This design comes from an exercise in tuning for small area, a short achievable clock period and few clock cycles on the open sky130 flow, not from production work.
The RTL was checked by simulation tests, not by an equivalence proof against the original design.
The clock port is modelled as an ideal driver, which makes a skipped or thinned clock tree look cheaper than it is; a real chip needs a root buffer or a tree.
Power figures rest on the tool's default switching activity, not on a simulated workload.

maple:
## zre_rot
module zre_rot (
    input  wire       clk,
    input  wire       rst,
    input  wire       start,
    input  wire [1:0] mode,
    input  wire [4:0] width,      
    input  wire [4:0] height,     
    input  wire       pix_valid,
    input  wire       pix,
    output reg        out_valid,
    output reg  [7:0] out_byte,
    output reg        out_last
);
    reg [1:0]  cfg_mode;
    reg [3:0]  wm1, hm1;           
    reg        busy;               
    reg        in_act;             
    reg [3:0]  ic;                 
    reg [3:0]  oc;                 
    reg        m0_pend;            
    reg        k;                  
    reg [3:0]  p;                  
    reg [4:0]  q;                  
    reg [15:0] col [0:15];
    reg        pv, px;
    reg        fresh;
    always @(posedge clk) begin
        pv    <= pix_valid;
        px    <= pix;
        fresh <= start & ~busy;
    end
    wire m_none = (cfg_mode == 2'd0);
    wire m_cw   = (cfg_mode == 2'd1);
    wire m_180  = (cfg_mode == 2'd3);
    wire transp = cfg_mode[0] ^ cfg_mode[1];
    wire in_done = busy & ~in_act;
    wire [3:0] owm1 = transp ? hm1 : wm1;         
    wire [3:0] ohm1 = transp ? wm1 : hm1;         
    reg        s2;                                 
    wire [3:0] icz = ic ^ {4{m_180}};
    wire [3:0] ic_step = ic ^ {&icz[2:0], &icz[1:0], icz[0], 1'b1};
    wire [3:0] ocz = oc ^ {4{m_cw}};
    wire [3:0] oc_step = oc ^ {&ocz[2:0], &ocz[1:0], ocz[0], 1'b1};
    wire [3:0] pz = p ^ {4{m_cw}};
    wire [3:0] p_step = p ^ {&pz[2:0], &pz[1:0], pz[0], 1'b1};
    wire [4:0] q_inc = q ^ {&q[3:0], &q[2:0], &q[1:0], q[0], 1'b1};
    wire [4:0] q_dec = q ^ {~|q[3:0], ~|q[2:0], ~|q[1:0], ~q[0], 1'b1};
    wire [3:0] w_m1 = width[3:0] ^ {~|width[2:0], ~|width[1:0], ~width[0], 1'b1};
    wire [3:0] h_m1 = height[3:0] ^ {~|height[2:0], ~|height[1:0], ~height[0], 1'b1};
    wire we      = pv & in_act;
    wire row_end = m_180 ? (ic == 4'd0) : (ic == wm1);
    wire last_y  = m_cw ? (oc == 4'd0) : (oc == hm1);
    wire [3:0] wc = transp ? oc : ic;
    integer i;
    always @(posedge clk) begin
        for (i = 0; i < 16; i = i + 1)
            if (we && wc == i[3:0])
                col[i] <= {col[i][14:0], px};
    end
  ...
Size: about 300 flip-flops, roughly 27 I/O pins.
==> flow/config.mk <==
export PLATFORM = sky130hd
export DESIGN_NAME = zre_rot
export DESIGN_NICKNAME = zre_rot
export VERILOG_FILES = /design/flow/design.v
export SDC_FILE = /design/flow/constraint.sdc
export NUM_CORES = 4
export LEC_CHECK = 0
export CAP_MARGIN = 5
export CORE_MARGIN = 2
export CORE_UTILIZATION = 70
export PLACE_DENSITY = 0.8
export SLEW_MARGIN = 5
export SYNTH_MEMORY_MAX_BITS = 4096
export BUFFER_PORTS_ARGS = -buffer_cell sky130_fd_sc_hd__buf_2
export PRE_CTS_TCL = /design/flow/flow/manual_cts.tcl
export SETUP_SLACK_MARGIN = 7.25
==> flow/constraint.sdc <==
create_clock -name core_clock -period 10.0 [get_ports {clk}]
set_input_delay 2.0000 -clock core_clock [delete_from_list [all_inputs] [get_ports {clk}]]
set_output_delay 2.0000 -clock core_clock [all_outputs]
set_load 0.01 [all_outputs]
standard.sh (not shown) runs the stock make flow with config.mk's settings and CLKGATE_MAP_FILE= SYNTH_SCRIPT=/design/flow/synth_recipe.tcl, a recipe that flattens the netlist after the stock synthesis.
==> flow/flow/run.sh <==
#!/bin/bash
# The standard ORFS layout (standard.sh: standard synthesis, floorplan,
# placement, CTS, routing) with a few settings of its steps changed:
#  - port buffers are plain buffers (buf_2) instead of the delay cells that
#    buffer_ports picks by itself,
#  - the clock tree is a balanced two-level tree of clkbuf_16 built by
#    flow/manual_cts.tcl (PRE_CTS_TCL) instead of TritonCTS,
#  - repair_timing aims at 7.25 ns of setup slack on the design's 10 ns clock
#    (the SDC is the standard flow's, unchanged).
# make's full output goes to standard.log; ORFS keeps each step's log under
# orfs/logs/.
set -euo pipefail
cat >> config.mk <<EOC
export BUFFER_PORTS_ARGS = -buffer_cell sky130_fd_sc_hd__buf_2
export PRE_CTS_TCL = $PWD/flow/manual_cts.tcl
export SETUP_SLACK_MARGIN = 7.25
EOC
bash standard.sh > standard.log 2>&1
Other scripts of this flow, unchanged in this note and not shown: flow/flow/manual_cts.tcl
Looking at the reports, maple completed the entire flow and the layout it produced met the timing, design-rule and antenna checks.
Testbench counts of maple, summed over its fixed seeds: cycles 92,706.
The following lists how zinc was set up differently from maple:
- a change of PLACE_DENSITY from 0.8 to 0.75
- a change of SETUP_SLACK_MARGIN from 7.25 to 6.8
- a change of CORE_UTILIZATION from 70 to 65
diff --git a/flow/flow/run.sh b/flow/flow/run.sh
--- a/flow/flow/run.sh
+++ b/flow/flow/run.sh
@@ -8 +8 @@
-#  - repair_timing aims at 7.25 ns of setup slack on the design's 10 ns clock
+#  - repair_timing aims at 6.8 ns of setup slack on the design's 10 ns clock
@@ -16 +16 @@
-export SETUP_SLACK_MARGIN = 7.25
+export SETUP_SLACK_MARGIN = 6.8
- zinc went all the way through the flow, and no timing, DRC or antenna check failed.
- Both conditions hold for maple: the flow ran to the end and the final layout passed the timing, design-rule and antenna checks.
- Summary — maximum frequency, zinc relative to maple: lower, by about 7.5%.
- Diff maple -> zinc: global-route usage over all layers shrank by 2.3 points; fraction of area in registers went up; worst slack on hold paths saw an increase; first-iteration DRC count up about 37%.
- [compare] base=maple new=zinc: area added between synthesis and finish decreased 1.2 points, wire length of the first global-routing pass decreased 370 µm, wire length decreased 3.9%.
- Delta (zinc minus maple): clock period minus final worst setup slack up 0.23 ns, count of non-filler cells in the finished layout has increased, fraction of power consumed by the clock network comparable.
Setup changes, zinc to tundra
- SETUP_SLACK_MARGIN changed from 6.8 to 7.0
diff --git a/flow/flow/run.sh b/flow/flow/run.sh
--- a/flow/flow/run.sh
+++ b/flow/flow/run.sh
@@ -8 +8 @@
-#  - repair_timing aims at 6.8 ns of setup slack on the design's 10 ns clock
+#  - repair_timing aims at 7.0 ns of setup slack on the design's 10 ns clock
@@ -16 +16 @@
-export SETUP_SLACK_MARGIN = 6.8
+export SETUP_SLACK_MARGIN = 7.0
## What came out
Post-synthesis to final-layout area growth across tundra and zinc: no real change.
Comparing tundra with zinc, the combinational group share of total power came out essentially unchanged.
Side by side, critical path depth in cells turned out lower in tundra than in zinc.
Summary of tundra over zinc: fraction of standard cell area in multi-input logic was more or less identical; total power was more or less identical.
tundra vs. zinc: buffer and inverter count on the worst path went down, wire length reported by the detailed router did not really move, die area did not really move.
out_byte[4] as the critical path endpoint was reported by zinc, and out_byte[2] by tundra.
zinc -> tundra: max capacitance violation total flat
Looking at smallest setup slack after layout across both flows, tundra is the stronger of the two, with zinc trailing.
On final standard cell utilization of the core, tundra and zinc are basically level.
> inputs changed (tundra -> yarrow)
- GPL_TIMING_DRIVEN now 1, previously not set
- SETUP_SLACK_MARGIN now 7.25, was 7.0
- SLEW_MARGIN now 20, was 5
- CAP_MARGIN now 20, was 5
diff --git a/flow/flow/run.sh b/flow/flow/run.sh
--- a/flow/flow/run.sh
+++ b/flow/flow/run.sh
@@ -8 +8 @@
-#  - repair_timing aims at 7.0 ns of setup slack on the design's 10 ns clock
+#  - repair_timing aims at 7.25 ns of setup slack on the design's 10 ns clock
@@ -16 +16 @@
-export SETUP_SLACK_MARGIN = 7.0
+export SETUP_SLACK_MARGIN = 7.25
--- outcome ---
Compared yarrow vs tundra, and sequential share of layout area is down in yarrow.
Relative to tundra, the final cell utilization of the core of yarrow is higher by 0.85 points.
Sort tundra and yarrow by portion of total power attributed to combinational logic desc -> top: yarrow
No run of this note takes its clock network from TritonCTS; it comes from the design's own scripts or RTL.

* * *

zre_rot again, from the RTL that the note above started with.
clock: 10.0 ns
lec_check: 0
cap_margin: 5
core_margin: 2
core_utilization: 65
place_density: 0.75
slew_margin: 5
synth_memory_max_bits: 4096
buffer_ports_args: -buffer_cell sky130_fd_sc_hd__buf_2
pre_cts_tcl: /design/flow/flow/manual_cts.tcl
setup_slack_margin: 7.4
==> flow/flow/run.sh <==
#!/bin/bash
# The standard ORFS layout (standard.sh: standard synthesis, floorplan,
# placement, CTS, routing) with a few settings of its steps changed:
#  - port buffers are plain buffers (buf_2) instead of the delay cells that
#    buffer_ports picks by itself,
#  - the clock tree is a balanced two-level tree of clkbuf_16 built by
#    flow/manual_cts.tcl (PRE_CTS_TCL) instead of TritonCTS,
#  - repair_timing aims at 7.4 ns of setup slack on the design's 10 ns clock
#    (the SDC is the standard flow's, unchanged).
# make's full output goes to standard.log; ORFS keeps each step's log under
# orfs/logs/.
set -euo pipefail
cat >> config.mk <<EOC
export BUFFER_PORTS_ARGS = -buffer_cell sky130_fd_sc_hd__buf_2
export PRE_CTS_TCL = $PWD/flow/manual_cts.tcl
export SETUP_SLACK_MARGIN = 7.4
EOC
bash standard.sh > standard.log 2>&1
==> flow/flow/manual_cts.tcl <==
# Clock tree for this design, used in place of TritonCTS (sourced as
# PRE_CTS_TCL by ORFS's cts.tcl, it replaces the clock_tree_synthesis command).
#
# Two buffer levels, both balanced: the register clock pins are split into
# NB2 clusters of (nearly) equal size by k-means, each driven by one leaf
# buffer at the cluster's centre; the leaf buffers are split the same way
# into NB1 groups, each driven by one mid buffer that the clock port drives.
# The clock port thus drives NB1 (<= 4) buffer inputs.
# Two-level clock tree: port -> NB1 mid buffers -> NB2 leaf buffers -> register clock pins.
proc kmeans {pts nb iters} {
  # pts: list of {x y}; returns list of assignments and centres
  set n [llength $pts]
  set sorted [lsort -real -index 0 $pts]
  set cx {}; set cy {}
  for {set k 0} {$k < $nb} {incr k} {
    set s [lindex $sorted [expr {int(($k + 0.5) * $n / $nb)}]]
    lappend cx [lindex $s 0]; lappend cy [lindex $s 1]
  }
  for {set iter 0} {$iter < $iters} {incr iter} {
    set assign {}
    foreach s $pts {
      set best 0; set bd 1e30
      for {set k 0} {$k < $nb} {incr k} {
        set d [expr {hypot([lindex $s 0]-[lindex $cx $k], [lindex $s 1]-[lindex $cy $k])}]
        if {$d < $bd} {set bd $d; set best $k}
      }
      lappend assign $best
    }
    set sx [lrepeat $nb 0.0]; set sy [lrepeat $nb 0.0]; set cnt [lrepeat $nb 0]
    foreach s $pts a $assign {
      lset sx $a [expr {[lindex $sx $a] + [lindex $s 0]}]
      lset sy $a [expr {[lindex $sy $a] + [lindex $s 1]}]
      lset cnt $a [expr {[lindex $cnt $a] + 1}]
    }
    for {set k 0} {$k < $nb} {incr k} {
      if {[lindex $cnt $k] > 0} {
        lset cx $k [expr {[lindex $sx $k] / [lindex $cnt $k]}]
        lset cy $k [expr {[lindex $sy $k] / [lindex $cnt $k]}]
      }
    }
  }
  return [list $assign $cx $cy $cnt]
}


proc balance {pts nb la lcx lcy lcnt extra} {
  # rebalance: greedy capacity-limited assignment to the k-means centres,
  # then recentre, a few rounds
  set n [llength $pts]
  set cap [expr {($n + $nb - 1) / $nb + $extra}]
  for {set round 0} {$round < 6} {incr round} {
    set triples {}
    set i 0
    foreach s $pts {
      for {set k 0} {$k < $nb} {incr k} {
        lappend triples [list [expr {hypot([lindex $s 0]-[lindex $lcx $k], [lindex $s 1]-[lindex $lcy $k])}] $i $k]
      }
      incr i
    }
    set la [lrepeat $n -1]
    set lcnt [lrepeat $nb 0]
    foreach t [lsort -real -index 0 $triples] {
      lassign $t d i k
      if {[lindex $la $i] >= 0 || [lindex $lcnt $k] >= $cap} continue
      lset la $i $k
      lset lcnt $k [expr {[lindex $lcnt $k] + 1}]
    }
    set sx [lrepeat $nb 0.0]; set sy [lrepeat $nb 0.0]
    foreach s $pts a $la {
      lset sx $a [expr {[lindex $sx $a] + [lindex $s 0]}]
      lset sy $a [expr {[lindex $sy $a] + [lindex $s 1]}]
    }
    for {set k 0} {$k < $nb} {incr k} {
      if {[lindex $lcnt $k] > 0} {
        lset lcx $k [expr {[lindex $sx $k] / [lindex $lcnt $k]}]
        lset lcy $k [expr {[lindex $sy $k] / [lindex $lcnt $k]}]
      }
    }
  }
  return [list $la $lcx $lcy $lcnt]
}

proc add_buf {block master name in_net cx cy} {
  set inst [odb::dbInst_create $block $master $name]
  set net [odb::dbNet_create $block "${name}_net"]
  $net setSigType CLOCK
  [$inst findITerm A] connect $in_net
  [$inst findITerm X] connect $net
  $inst setLocation [expr {int($cx)}] [expr {int($cy)}]
  $inst setPlacementStatus PLACED
  return $net
}

proc manual_cts2 {nb1 nb2 midbuf leafbuf} {
  set db [ord::get_db]
  set block [ord::get_db_block]
  set clk_net [$block findNet clk]
  $clk_net setSigType CLOCK
  set sinks {}; set pts {}
  foreach it [$clk_net getITerms] {
    set bb [[$it getInst] getBBox]
    lappend sinks $it
    lappend pts [list [expr {([$bb xMin]+[$bb xMax])/2.0}] [expr {([$bb yMin]+[$bb yMax])/2.0}]]
  }
  lassign [kmeans $pts $nb2 60] la lcx lcy lcnt
  lassign [balance $pts $nb2 $la $lcx $lcy $lcnt 1] la lcx lcy lcnt
  puts "manual_cts2: leaf cluster sizes $lcnt"
  set lpts {}
  for {set k 0} {$k < $nb2} {incr k} { lappend lpts [list [lindex $lcx $k] [lindex $lcy $k]] }
  lassign [kmeans $lpts $nb1 60] ma mcx mcy mcnt
  lassign [balance $lpts $nb1 $ma $mcx $mcy $mcnt 0] ma mcx mcy mcnt
  puts "manual_cts2: mid cluster sizes $mcnt"
  set mm [$db findMaster $midbuf]
  set lm [$db findMaster $leafbuf]
  for {set m 0} {$m < $nb1} {incr m} {
    set mnet($m) [add_buf $block $mm "clkbuf_mid_$m" $clk_net [lindex $mcx $m] [lindex $mcy $m]]
  }
  for {set k 0} {$k < $nb2} {incr k} {
    set lnet($k) [add_buf $block $lm "clkbuf_leaf_$k" $mnet([lindex $ma $k]) [lindex $lcx $k] [lindex $lcy $k]]
  }
  foreach it $sinks a $la {
    $it disconnect
    $it connect $lnet($a)
  }
}

set ::mcts_nb1 4
set ::mcts_nb2 12
rename clock_tree_synthesis __tritoncts_clock_tree_synthesis
proc clock_tree_synthesis {args} {
  manual_cts2 $::mcts_nb1 $::mcts_nb2 sky130_fd_sc_hd__clkbuf_16 sky130_fd_sc_hd__clkbuf_16
}
Testbench counts at the start, summed over its fixed seeds: cycles 92,706.
Rerun with:
--- a/flow/flow/run.sh
+++ b/flow/flow/run.sh
@@ -7,3 +7,3 @@
 #    flow/manual_cts.tcl (PRE_CTS_TCL) instead of TritonCTS,
-#  - repair_timing aims at 7.4 ns of setup slack on the design's 10 ns clock
+#  - repair_timing aims at 7.25 ns of setup slack on the design's 10 ns clock
 #    (the SDC is the standard flow's, unchanged).
@@ -15,3 +15,3 @@
 export PRE_CTS_TCL = $PWD/flow/manual_cts.tcl
-export SETUP_SLACK_MARGIN = 7.4
+export SETUP_SLACK_MARGIN = 7.25
 EOC
--- a/flow/flow/manual_cts.tcl
+++ b/flow/flow/manual_cts.tcl
@@ -127,3 +127,3 @@
 set ::mcts_nb1 4
-set ::mcts_nb2 12
+set ::mcts_nb2 10
 rename clock_tree_synthesis __tritoncts_clock_tree_synthesis
SETUP_SLACK_MARGIN = 7.25   (was 7.4)
After rerunning: The new run finished with timing, DRC and antenna clean; global-route usage went up by 0.16 points; wire length went up by 1.1%; combinational power hardly moves; cell area went down by 0.86%.
Rerun with:
--- a/flow/flow/manual_cts.tcl
+++ b/flow/flow/manual_cts.tcl
@@ -127,3 +127,3 @@
 set ::mcts_nb1 4
-set ::mcts_nb2 10
+set ::mcts_nb2 12
 rename clock_tree_synthesis __tritoncts_clock_tree_synthesis
PLACE_DENSITY = 0.65   (was 0.75)
Outcome:
- The changed run ran to the end with no violations
- design area increases by 0.44%
- via count decreases by 2.1%
- total power increases by 2.0%
- setup slack improved by 0.0089 ns
- global-route usage increases by 0.24 points
Rerun with:
CORE_UTILIZATION = 60   (was 65)
PLACE_DENSITY = 0.7   (was 0.65)
=> The new run completed without violations. Via count rises by about 0.5%. Power stays flat. Combinational power stays flat.
No run of this note takes its clock network from TritonCTS; it comes from the design's own scripts or RTL.

separate check: timing with driven ports:
The results above use ideal ports. As a check the final layouts listed here were re-extracted and re-timed, cells and wires unchanged.
Step 1 sets driving cells, clkbuf_16 on the clock port and buf_2 on the other inputs (assumed; they add their load-dependent delay and slew).
Step 2 times the ports against the registers' clock, not the clock port: input delays grow and output delays shrink by t, the midpoint of the rising clock arrivals with the driver on.
Slacks: no drivers / after step 1 / after step 2; pairs: no drivers / after step 1.
run	shift t [ns]	setup slack, ns	hold slack, ns	worst setup path at the end	worst data-port slew with drivers (ns)
maple	0.390	7.218 / 7.127 / 7.188	0.425 / 0.425 / 0.425	input to register	0.04
zinc	0.396	6.993 / 6.993 / 6.993	0.444 / 0.444 / 0.444	register to register	0.04
tundra	0.397	7.222 / 7.122 / 7.082	0.444 / 0.444 / 0.444	input to register	0.04
yarrow	0.395	7.234 / 7.137 / 7.202	0.445 / 0.445 / 0.445	input to register	0.04
the first run of note 2	0.391	7.234 / 7.141 / 7.175	0.451 / 0.451 / 0.451	input to register	0.06
the second run of note 2	0.400	7.235 / 7.142 / 7.185	0.449 / 0.449 / 0.449	input to register	0.04
the third run of note 2	0.391	7.244 / 7.152 / 7.180	0.446 / 0.446 / 0.446	input to register	0.05
the fourth run of note 2	0.388	7.235 / 7.147 / 7.203	0.425 / 0.425 / 0.425	input to register	0.04
After both steps setup and hold are still met in every run listed. For tundra, which loses most, drivers alone change the setup slack by -0.100 ns; drivers and shift together by -0.140 ns.
